This design comes from an exercise in tuning for a short achievable clock period and few clock cycles on the open sky130 flow, not from production work.
In this exercise RTL edits were held to simulation tests only and were not proved equivalent to the original.
Power and IR drop assume default switching activity.

==> run D: inputs <==
Design icb, start of the top module:
module icb (
    input  wire        clk,
    input  wire        rst,
    input  wire        req_valid,
    output wire        req_ready,
    input  wire        req_we,
    input  wire [7:0]  req_addr,
    input  wire [63:0] req_wdata,
    output reg         rsp_valid,
    output reg  [63:0] rsp_rdata
);
export LEC_CHECK = 0
export CAP_MARGIN = 35
export CORE_MARGIN = 2
export CORE_UTILIZATION = 35
export PLACE_DENSITY = 0.5
export SLEW_MARGIN = 35
create_clock -name core_clock -period 13.0 [get_ports {clk}]
standard.sh (not shown) runs the stock make flow with config.mk's settings and CLKGATE_MAP_FILE= SYNTH_SCRIPT=/design/flow/synth_recipe.tcl, a recipe that flattens the netlist after the stock synthesis.
==> flow/flow/run.sh <==
#!/bin/bash
# Layout flow: the standard flow, with the standard synthesis unchanged,
# and the timing repair of the later steps aiming 9.5 ns below the clock
# period (the SDC is unchanged) so that the layout runs as fast as it can.
set -euo pipefail
bash standard.sh synth > synth.log 2>&1
bash standard.sh SETUP_SLACK_MARGIN=9.5 finish > layout.log 2>&1
==> run K (differences from run D) <==
--- a/flow/design.v
+++ b/flow/design.v
@@ -50,20 +50,20 @@
         input [1023:0] x;
         integer j;
         begin
             xsel = 64'd0;
             for (j = 0; j < 16; j = j + 1)
                 xsel = xsel | ({64{oh[j]}} & x[64 * j +: 64]);
         end
     endfunction
-    reg        i_v;
-    reg        i_we;
-    reg [7:0]  i_addr;
-    reg [63:0] i_data;
+    wire        i_v    = !rst && req_valid && ready_q;
+    wire        i_we   = req_we;
+    wire [7:0]  i_addr = req_addr;
+    wire [63:0] i_data = req_wdata;
     reg        f_xw, f_cmd, f_clr, f_rd;     
     reg [15:0] f_wr;             
     reg        f_fitsu, f_fitss, f_extu, f_exts, f_insu, f_inss, f_pack, f_unpack;
     reg [1:0]  f_pre;            
     reg [31:0] f_cw;
     reg [63:0] f_data;
     reg [6:0]  f_w;
     reg [5:0]  f_l;
@@ -82,34 +82,33 @@
     reg [31:0] e_cw;
     reg [3:0]  e_rsel;
     reg        e_rb;
     reg [2:0]  e_rk;
     reg [3:0]  e_s0, e_s1, e_s2;     
     reg [63:0] e_wmask;          
     reg [63:0] e_fmask;          
     reg [63:0] e_top;            
-    reg [63:0] e_a, e_b, e_g2, e_g3, e_g4, e_g5;
+    reg [63:0] e_a, e_b;
+    reg [4:0]  e_l2, e_l3, e_l4, e_l5;
+    reg        e_c2, e_c3, e_c4, e_c5;
+    reg        e_f2, e_f3, e_f4, e_f5;
     reg        w_ok;             
     reg [15:0] w_wr;
     reg        w_unpack;
     reg [63:0] w_val;
     reg [31:0] w_ua;
-    reg        w_flt, w_clr, w_rd;
+    reg        w_flt, w_clr;
     reg [3:0]  w_code;
     reg [31:0] w_cw;
-    reg [3:0]  w_rsel;
-    reg [63:0] w_rv;             
+    wire [63:0] e_up [0:7];
+    wire [63:0] w_up [0:7];
     always @(posedge clk) begin
         ready_q <= !rst;
         rst_q   <= rst;
-        i_v     <= !rst && req_valid && ready_q;
-        i_we    <= req_we;
-        i_addr  <= req_addr;
-        i_data  <= req_wdata;
     end
     wire [31:0] c   = i_data[31:0];
     wire [3:0]  rd  = c[25:22];
     wire [3:0]  rs1 = c[21:18];
     wire [3:0]  rs2 = c[17:14];
     wire [6:0]  fw  = c[13:7];
     wire [6:0]  fl  = c[6:0];
     wire d_xw  = i_v &&  i_we && i_addr[7:4] == 4'd0;
@@ -216,43 +215,46 @@
         end
     endfunction
     wire [63:0] a_sh = shr4(shr4(shr4(e_a, e_s0, 1), e_s1, 4), e_s2, 16);
     wire [63:0] b_sh = shl4(shl4(shl4(e_b, e_s0, 1), e_s1, 4), e_s2, 16);
     wire [63:0] ext_u    = a_sh & e_wmask;
     wire        ext_sign = |(e_a & e_top);
     wire [63:0] ext_s    = ext_u | (nwmask & {64{ext_sign}});
     wire [63:0] ins_res  = (e_a & ~e_fmask) | (b_sh & e_fmask);
-    wire pk_ok = ~|e_a[63:9] &
-                 (~|e_b[63:4]  | &e_b[63:4])  &
-                 (~|e_g2[63:4] | &e_g2[63:4]) &
-                 (~|e_g3[63:4] | &e_g3[63:4]) &
-                 ~|e_g4[63:4] & ~|e_g5[63:4];
-    wire [63:0] pk_word = {32'd0, e_a[8:0], e_b[4:0], e_g2[4:0], e_g3[4:0],
-                           e_g4[3:0], e_g5[3:0]};
+    wire        wv_s5 = w_unpack | ~|w_val[63:4] | &w_val[63:4];
+    wire        wv_u4 = w_unpack | ~|w_val[63:4];
+    wire [4:0]  g2 = e_f2 ? w_up[2][4:0] : e_l2;
+    wire [4:0]  g3 = e_f3 ? w_up[3][4:0] : e_l3;
+    wire [4:0]  g4 = e_f4 ? w_up[4][4:0] : e_l4;
+    wire [4:0]  g5 = e_f5 ? w_up[5][4:0] : e_l5;
+    wire        c2 = e_f2 ? wv_s5 : e_c2;
+    wire        c3 = e_f3 ? wv_s5 : e_c3;
+    wire        c4 = e_f4 ? wv_u4 : e_c4;
+    wire        c5 = e_f5 ? wv_u4 : e_c5;
+    wire pk_ok = ~|e_a[63:9] & (~|e_b[63:4] | &e_b[63:4]) & c2 & c3 & c4 & c5;
+    wire [63:0] pk_word = {32'd0, e_a[8:0], e_b[4:0], g2, g3, g4[3:0], g5[3:0]};
     wire [63:0] res = ({64{e_fitsu}} & {63'd0, fu_a}) |
                       ({64{e_fitss}} & {63'd0, fs_a}) |
                       ({64{e_extu}}  & ext_u)         |
                       ({64{e_exts}}  & ext_s)         |
                       ({64{e_ins}}   & ins_res)       |
                       ({64{e_pack}}  & pk_word)       |
                       ({64{e_xw}}    & e_a);
-    wire range_flt = (e_insu & ~fu_b) | (e_inss & ~fs_b) | (e_pack & ~pk_ok);
-    wire exec     = e_cmd && !st_err;
-    wire exec_flt = exec && (e_pre != 2'd0 || range_flt);
-    wire wr_ok    = e_xw || (exec && e_pre == 2'd0 && !range_flt);
-    wire [63:0] e_up [0:7];
-    wire [63:0] w_up [0:7];
     genvar g;
     generate
         for (g = 0; g < 8; g = g + 1) begin : g_up
             assign e_up[g] = e_unpack ? unpack_field(e_a[31:0], g) : res;
             assign w_up[g] = w_unpack ? unpack_field(w_ua, g) : w_val;
         end
     endgenerate
+    wire range_flt = (e_insu & ~fu_b) | (e_inss & ~fs_b) | (e_pack & ~pk_ok);
+    wire exec     = e_cmd && !st_err;
+    wire exec_flt = exec && (e_pre != 2'd0 || range_flt);
+    wire wr_ok    = e_xw || (exec && e_pre == 2'd0 && !range_flt);
     function [63:0] fetch;
         input        fe, fw;
         input [63:0] ev, wv, x;
         begin
             if (fe)
                 fetch = ev;
             else if (fw)
                 fetch = wv;
@@ -261,16 +263,20 @@
         end
     endfunction
     wire [63:0] xa = xsel(f_sa, xr_flat);
     wire [63:0] xb = xsel(f_sb, xr_flat);
     wire [63:0] x2 = f_grp ? xr[10] : xr[2];
     wire [63:0] x3 = f_grp ? xr[11] : xr[3];
     wire [63:0] x4 = f_grp ? xr[12] : xr[4];
     wire [63:0] x5 = f_grp ? xr[13] : xr[5];
+    wire [63:0] v2 = (f_w2 && w_ok) ? w_up[2] : x2;
+    wire [63:0] v3 = (f_w3 && w_ok) ? w_up[3] : x3;
+    wire [63:0] v4 = (f_w4 && w_ok) ? w_up[4] : x4;
+    wire [63:0] v5 = (f_w5 && w_ok) ? w_up[5] : x5;
     reg [63:0] m_w, m_f, m_t;
     integer k;
     always @(*) begin
         for (k = 0; k < 64; k = k + 1) begin
             m_w[k] = ({1'b0, f_w} > k);
             m_f[k] = (f_l <= k) && ({1'b0, f_end} > k);
             m_t[k] = ({1'b0, f_end} == k + 1);
         end
@@ -306,49 +312,53 @@
         e_s0     <= 4'd1 << f_l[1:0];
         e_s1     <= 4'd1 << f_l[3:2];
         e_s2     <= 4'd1 << f_l[5:4];
         e_wmask  <= (f_w >= 7'd64) ? {64{1'b1}} : m_w;
         e_fmask  <= m_f;
         e_top    <= m_t;
         e_a  <= f_xw ? f_data : fetch(f_ea, f_wa && w_ok, e_up[f_ka], w_up[f_ka], xa);
         e_b  <= fetch(f_eb, f_wb && w_ok, e_up[f_kb], w_up[f_kb], xb);
-        e_g2 <= fetch(f_e2, f_w2 && w_ok, e_up[2], w_up[2], x2);
-        e_g3 <= fetch(f_e3, f_w3 && w_ok, e_up[3], w_up[3], x3);
-        e_g4 <= fetch(f_e4, f_w4 && w_ok, e_up[4], w_up[4], x4);
-        e_g5 <= fetch(f_e5, f_w5 && w_ok, e_up[5], w_up[5], x5);
+        e_l2 <= v2[4:0];
+        e_l3 <= v3[4:0];
+        e_l4 <= v4[4:0];
+        e_l5 <= v5[4:0];
+        e_c2 <= ~|v2[63:4] | &v2[63:4];
+        e_c3 <= ~|v3[63:4] | &v3[63:4];
+        e_c4 <= ~|v4[63:4];
+        e_c5 <= ~|v5[63:4];
+        e_f2 <= f_e2;
+        e_f3 <= f_e3;
+        e_f4 <= f_e4;
+        e_f5 <= f_e5;
     end
     always @(posedge clk) begin
         if (rst_q)
             st_err <= 1'b0;
         else if (exec_flt)
             st_err <= 1'b1;
         else if (e_clr)
             st_err <= 1'b0;
     end
     always @(posedge clk) begin
         if (rst_q) begin
             w_ok  <= 1'b0;
             w_flt <= 1'b0;
             w_clr <= 1'b0;
-            w_rd  <= 1'b0;
         end else begin
             w_ok  <= wr_ok;
             w_flt <= exec_flt;
             w_clr <= e_clr;
-            w_rd  <= e_rd;
         end
         w_wr     <= e_wr;
         w_unpack <= e_unpack;
         w_val    <= res;
         w_ua     <= e_a[31:0];
         w_code   <= {2'b00, e_pre == 2'd0 ? 2'd3 : e_pre};
         w_cw     <= e_cw;
-        w_rsel   <= e_rsel;
-        w_rv     <= (e_rb && w_ok) ? w_up[e_rk] : e_b;
     end
     integer i;
     always @(posedge clk) begin
         for (i = 0; i < 16; i = i + 1) begin
             if (rst_q)
                 xr[i] <= 64'd0;
             else if (w_ok && w_wr[i])
                 xr[i] <= w_up[i % 8];
@@ -361,16 +371,19 @@
         end else if (w_flt) begin
             st_code <= w_code;
             errcmd  <= w_cw;
         end else if (w_clr) begin
             st_code <= 4'd0;
             errcmd  <= 32'd0;
         end
     end
+    wire [63:0] rv         = (e_rb && w_ok) ? w_up[e_rk] : e_b;
+    wire [3:0]  code_now   = w_flt ? w_code : w_clr ? 4'd0  : st_code;
+    wire [31:0] errcmd_now = w_flt ? w_cw   : w_clr ? 32'd0 : errcmd;
     always @(posedge clk) begin
-        rsp_valid <= !rst && !rst_q && w_rd;
-        rsp_rdata <= ({64{w_rsel[0]}} & w_rv) |
-                     ({64{w_rsel[1]}} & {56'd0, st_code, 3'd0, st_err}) |
-                     ({64{w_rsel[2]}} & {32'd0, errcmd}) |
-                     ({64{w_rsel[3]}} & ID_VALUE);
+        rsp_valid <= !rst && !rst_q && e_rd;
+        rsp_rdata <= ({64{e_rsel[0]}} & rv) |
+                     ({64{e_rsel[1]}} & {56'd0, code_now, 3'd0, st_err}) |
+                     ({64{e_rsel[2]}} & {32'd0, errcmd_now}) |
+                     ({64{e_rsel[3]}} & ID_VALUE);
     end
 endmodule
==> flow/config.mk (replaced) <==
export PLATFORM = sky130hd
export DESIGN_NAME = icb
export DESIGN_NICKNAME = icb
export VERILOG_FILES = /design/flow/design.v
export SDC_FILE = /design/flow/constraint.sdc
export NUM_CORES = 8
export LEC_CHECK = 0
export CAP_MARGIN = 35
export CORE_MARGIN = 2
export CORE_UTILIZATION = 33
export PLACE_DENSITY = 0.5
export SLEW_MARGIN = 35
==> run G (differences from run D) <==
--- a/flow/design.v
+++ b/flow/design.v
@@ -82,27 +82,30 @@
     reg [31:0] e_cw;
     reg [3:0]  e_rsel;
     reg        e_rb;
     reg [2:0]  e_rk;
     reg [3:0]  e_s0, e_s1, e_s2;     
     reg [63:0] e_wmask;          
     reg [63:0] e_fmask;          
     reg [63:0] e_top;            
-    reg [63:0] e_a, e_b, e_g2, e_g3, e_g4, e_g5;
+    reg [63:0] e_a, e_b;
+    reg [4:0]  e_l2, e_l3, e_l4, e_l5;
+    reg        e_c2, e_c3, e_c4, e_c5;
+    reg        e_f2, e_f3, e_f4, e_f5;
     reg        w_ok;             
     reg [15:0] w_wr;
     reg        w_unpack;
     reg [63:0] w_val;
     reg [31:0] w_ua;
-    reg        w_flt, w_clr, w_rd;
+    reg        w_flt, w_clr;
     reg [3:0]  w_code;
     reg [31:0] w_cw;
-    reg [3:0]  w_rsel;
-    reg [63:0] w_rv;             
+    wire [63:0] e_up [0:7];
+    wire [63:0] w_up [0:7];
     always @(posedge clk) begin
         ready_q <= !rst;
         rst_q   <= rst;
         i_v     <= !rst && req_valid && ready_q;
         i_we    <= req_we;
         i_addr  <= req_addr;
         i_data  <= req_wdata;
     end
@@ -216,43 +219,46 @@
         end
     endfunction
     wire [63:0] a_sh = shr4(shr4(shr4(e_a, e_s0, 1), e_s1, 4), e_s2, 16);
     wire [63:0] b_sh = shl4(shl4(shl4(e_b, e_s0, 1), e_s1, 4), e_s2, 16);
     wire [63:0] ext_u    = a_sh & e_wmask;
     wire        ext_sign = |(e_a & e_top);
     wire [63:0] ext_s    = ext_u | (nwmask & {64{ext_sign}});
     wire [63:0] ins_res  = (e_a & ~e_fmask) | (b_sh & e_fmask);
-    wire pk_ok = ~|e_a[63:9] &
-                 (~|e_b[63:4]  | &e_b[63:4])  &
-                 (~|e_g2[63:4] | &e_g2[63:4]) &
-                 (~|e_g3[63:4] | &e_g3[63:4]) &
-                 ~|e_g4[63:4] & ~|e_g5[63:4];
-    wire [63:0] pk_word = {32'd0, e_a[8:0], e_b[4:0], e_g2[4:0], e_g3[4:0],
-                           e_g4[3:0], e_g5[3:0]};
+    wire        wv_s5 = w_unpack | ~|w_val[63:4] | &w_val[63:4];
+    wire        wv_u4 = w_unpack | ~|w_val[63:4];
+    wire [4:0]  g2 = e_f2 ? w_up[2][4:0] : e_l2;
+    wire [4:0]  g3 = e_f3 ? w_up[3][4:0] : e_l3;
+    wire [4:0]  g4 = e_f4 ? w_up[4][4:0] : e_l4;
+    wire [4:0]  g5 = e_f5 ? w_up[5][4:0] : e_l5;
+    wire        c2 = e_f2 ? wv_s5 : e_c2;
+    wire        c3 = e_f3 ? wv_s5 : e_c3;
+    wire        c4 = e_f4 ? wv_u4 : e_c4;
+    wire        c5 = e_f5 ? wv_u4 : e_c5;
+    wire pk_ok = ~|e_a[63:9] & (~|e_b[63:4] | &e_b[63:4]) & c2 & c3 & c4 & c5;
+    wire [63:0] pk_word = {32'd0, e_a[8:0], e_b[4:0], g2, g3, g4[3:0], g5[3:0]};
     wire [63:0] res = ({64{e_fitsu}} & {63'd0, fu_a}) |
                       ({64{e_fitss}} & {63'd0, fs_a}) |
                       ({64{e_extu}}  & ext_u)         |
                       ({64{e_exts}}  & ext_s)         |
                       ({64{e_ins}}   & ins_res)       |
                       ({64{e_pack}}  & pk_word)       |
                       ({64{e_xw}}    & e_a);
-    wire range_flt = (e_insu & ~fu_b) | (e_inss & ~fs_b) | (e_pack & ~pk_ok);
-    wire exec     = e_cmd && !st_err;
-    wire exec_flt = exec && (e_pre != 2'd0 || range_flt);
-    wire wr_ok    = e_xw || (exec && e_pre == 2'd0 && !range_flt);
-    wire [63:0] e_up [0:7];
-    wire [63:0] w_up [0:7];
     genvar g;
     generate
         for (g = 0; g < 8; g = g + 1) begin : g_up
             assign e_up[g] = e_unpack ? unpack_field(e_a[31:0], g) : res;
             assign w_up[g] = w_unpack ? unpack_field(w_ua, g) : w_val;
         end
     endgenerate
+    wire range_flt = (e_insu & ~fu_b) | (e_inss & ~fs_b) | (e_pack & ~pk_ok);
+    wire exec     = e_cmd && !st_err;
+    wire exec_flt = exec && (e_pre != 2'd0 || range_flt);
+    wire wr_ok    = e_xw || (exec && e_pre == 2'd0 && !range_flt);
     function [63:0] fetch;
         input        fe, fw;
         input [63:0] ev, wv, x;
         begin
             if (fe)
                 fetch = ev;
             else if (fw)
                 fetch = wv;
@@ -261,16 +267,20 @@
         end
     endfunction
     wire [63:0] xa = xsel(f_sa, xr_flat);
     wire [63:0] xb = xsel(f_sb, xr_flat);
     wire [63:0] x2 = f_grp ? xr[10] : xr[2];
     wire [63:0] x3 = f_grp ? xr[11] : xr[3];
     wire [63:0] x4 = f_grp ? xr[12] : xr[4];
     wire [63:0] x5 = f_grp ? xr[13] : xr[5];
+    wire [63:0] v2 = (f_w2 && w_ok) ? w_up[2] : x2;
+    wire [63:0] v3 = (f_w3 && w_ok) ? w_up[3] : x3;
+    wire [63:0] v4 = (f_w4 && w_ok) ? w_up[4] : x4;
+    wire [63:0] v5 = (f_w5 && w_ok) ? w_up[5] : x5;
     reg [63:0] m_w, m_f, m_t;
     integer k;
     always @(*) begin
         for (k = 0; k < 64; k = k + 1) begin
             m_w[k] = ({1'b0, f_w} > k);
             m_f[k] = (f_l <= k) && ({1'b0, f_end} > k);
             m_t[k] = ({1'b0, f_end} == k + 1);
         end
@@ -306,49 +316,53 @@
         e_s0     <= 4'd1 << f_l[1:0];
         e_s1     <= 4'd1 << f_l[3:2];
         e_s2     <= 4'd1 << f_l[5:4];
         e_wmask  <= (f_w >= 7'd64) ? {64{1'b1}} : m_w;
         e_fmask  <= m_f;
         e_top    <= m_t;
         e_a  <= f_xw ? f_data : fetch(f_ea, f_wa && w_ok, e_up[f_ka], w_up[f_ka], xa);
         e_b  <= fetch(f_eb, f_wb && w_ok, e_up[f_kb], w_up[f_kb], xb);
-        e_g2 <= fetch(f_e2, f_w2 && w_ok, e_up[2], w_up[2], x2);
-        e_g3 <= fetch(f_e3, f_w3 && w_ok, e_up[3], w_up[3], x3);
-        e_g4 <= fetch(f_e4, f_w4 && w_ok, e_up[4], w_up[4], x4);
-        e_g5 <= fetch(f_e5, f_w5 && w_ok, e_up[5], w_up[5], x5);
+        e_l2 <= v2[4:0];
+        e_l3 <= v3[4:0];
+        e_l4 <= v4[4:0];
+        e_l5 <= v5[4:0];
+        e_c2 <= ~|v2[63:4] | &v2[63:4];
+        e_c3 <= ~|v3[63:4] | &v3[63:4];
+        e_c4 <= ~|v4[63:4];
+        e_c5 <= ~|v5[63:4];
+        e_f2 <= f_e2;
+        e_f3 <= f_e3;
+        e_f4 <= f_e4;
+        e_f5 <= f_e5;
     end
     always @(posedge clk) begin
         if (rst_q)
             st_err <= 1'b0;
         else if (exec_flt)
             st_err <= 1'b1;
         else if (e_clr)
             st_err <= 1'b0;
     end
     always @(posedge clk) begin
         if (rst_q) begin
             w_ok  <= 1'b0;
             w_flt <= 1'b0;
             w_clr <= 1'b0;
-            w_rd  <= 1'b0;
         end else begin
             w_ok  <= wr_ok;
             w_flt <= exec_flt;
             w_clr <= e_clr;
-            w_rd  <= e_rd;
         end
         w_wr     <= e_wr;
         w_unpack <= e_unpack;
         w_val    <= res;
         w_ua     <= e_a[31:0];
         w_code   <= {2'b00, e_pre == 2'd0 ? 2'd3 : e_pre};
         w_cw     <= e_cw;
-        w_rsel   <= e_rsel;
-        w_rv     <= (e_rb && w_ok) ? w_up[e_rk] : e_b;
     end
     integer i;
     always @(posedge clk) begin
         for (i = 0; i < 16; i = i + 1) begin
             if (rst_q)
                 xr[i] <= 64'd0;
             else if (w_ok && w_wr[i])
                 xr[i] <= w_up[i % 8];
@@ -361,16 +375,19 @@
         end else if (w_flt) begin
             st_code <= w_code;
             errcmd  <= w_cw;
         end else if (w_clr) begin
             st_code <= 4'd0;
             errcmd  <= 32'd0;
         end
     end
+    wire [63:0] rv         = (e_rb && w_ok) ? w_up[e_rk] : e_b;
+    wire [3:0]  code_now   = w_flt ? w_code : w_clr ? 4'd0  : st_code;
+    wire [31:0] errcmd_now = w_flt ? w_cw   : w_clr ? 32'd0 : errcmd;
     always @(posedge clk) begin
-        rsp_valid <= !rst && !rst_q && w_rd;
-        rsp_rdata <= ({64{w_rsel[0]}} & w_rv) |
-                     ({64{w_rsel[1]}} & {56'd0, st_code, 3'd0, st_err}) |
-                     ({64{w_rsel[2]}} & {32'd0, errcmd}) |
-                     ({64{w_rsel[3]}} & ID_VALUE);
+        rsp_valid <= !rst && !rst_q && e_rd;
+        rsp_rdata <= ({64{e_rsel[0]}} & rv) |
+                     ({64{e_rsel[1]}} & {56'd0, code_now, 3'd0, st_err}) |
+                     ({64{e_rsel[2]}} & {32'd0, errcmd_now}) |
+                     ({64{e_rsel[3]}} & ID_VALUE);
     end
 endmodule
==> comparison <==
Of run K and run D, run D has the higher combinational power (gap about 10%, measured against run D).
Worst hold slack: run G > run K > run D.
In critical path depth, run K and run G do not differ.
Against run D, the via count of run K is smaller by about 9%.
Between run K and run G, the lower total power is in run K (gap 2.0%, measured against run G).
Non-clock buffer count, highest first: run D, run K, run G.
Against run D, the cell count of run G is lower by 8.9%.
Wire length: run G < run K < run D.
The highest clock-buffer cell count belongs to run D, the lowest to run K.
Between run G and run K, the lower fmax is in run G (gap 0.52%, measured against run K).
In run D the sequential cell count is higher than in run G, by 297.
Testbench counts of run D, summed over its fixed seeds: cycles 32,056.
Testbench counts of run K, summed over its fixed seeds: cycles 32,040.
Testbench counts of run G, summed over its fixed seeds: cycles 32,048.

-- separate check: timing with driven ports --
Ports are ideal in the flow. The routed layouts listed here were re-timed in OpenROAD. Step 1: set_driving_cell puts a clkbuf_16 on clk and a buf_2 on each other input, an assumption about the parent block. Step 2 moves the port delays by t, midway between the first and last clock arrival at a register: inputs arrive t later, outputs are due t later. That takes back most of the time a late clock gives input paths. a / b / c = ideal ports / drivers / drivers and shift; a / b = the first two.
run	t (ns)	slack for setup (ns)	latest minus earliest clock arrival (ns)
run D	1.011	8.973 / 8.865 / 9.208	0.105 / 0.106
run K	1.044	8.891 / 8.811 / 7.875	0.103 / 0.103
run G	1.062	8.870 / 8.756 / 9.244	0.104 / 0.104
After both steps setup and hold are still met in every run listed. The setup slack of run K, which loses most, moves by -0.080 ns with the drivers and by -1.016 ns with both steps.
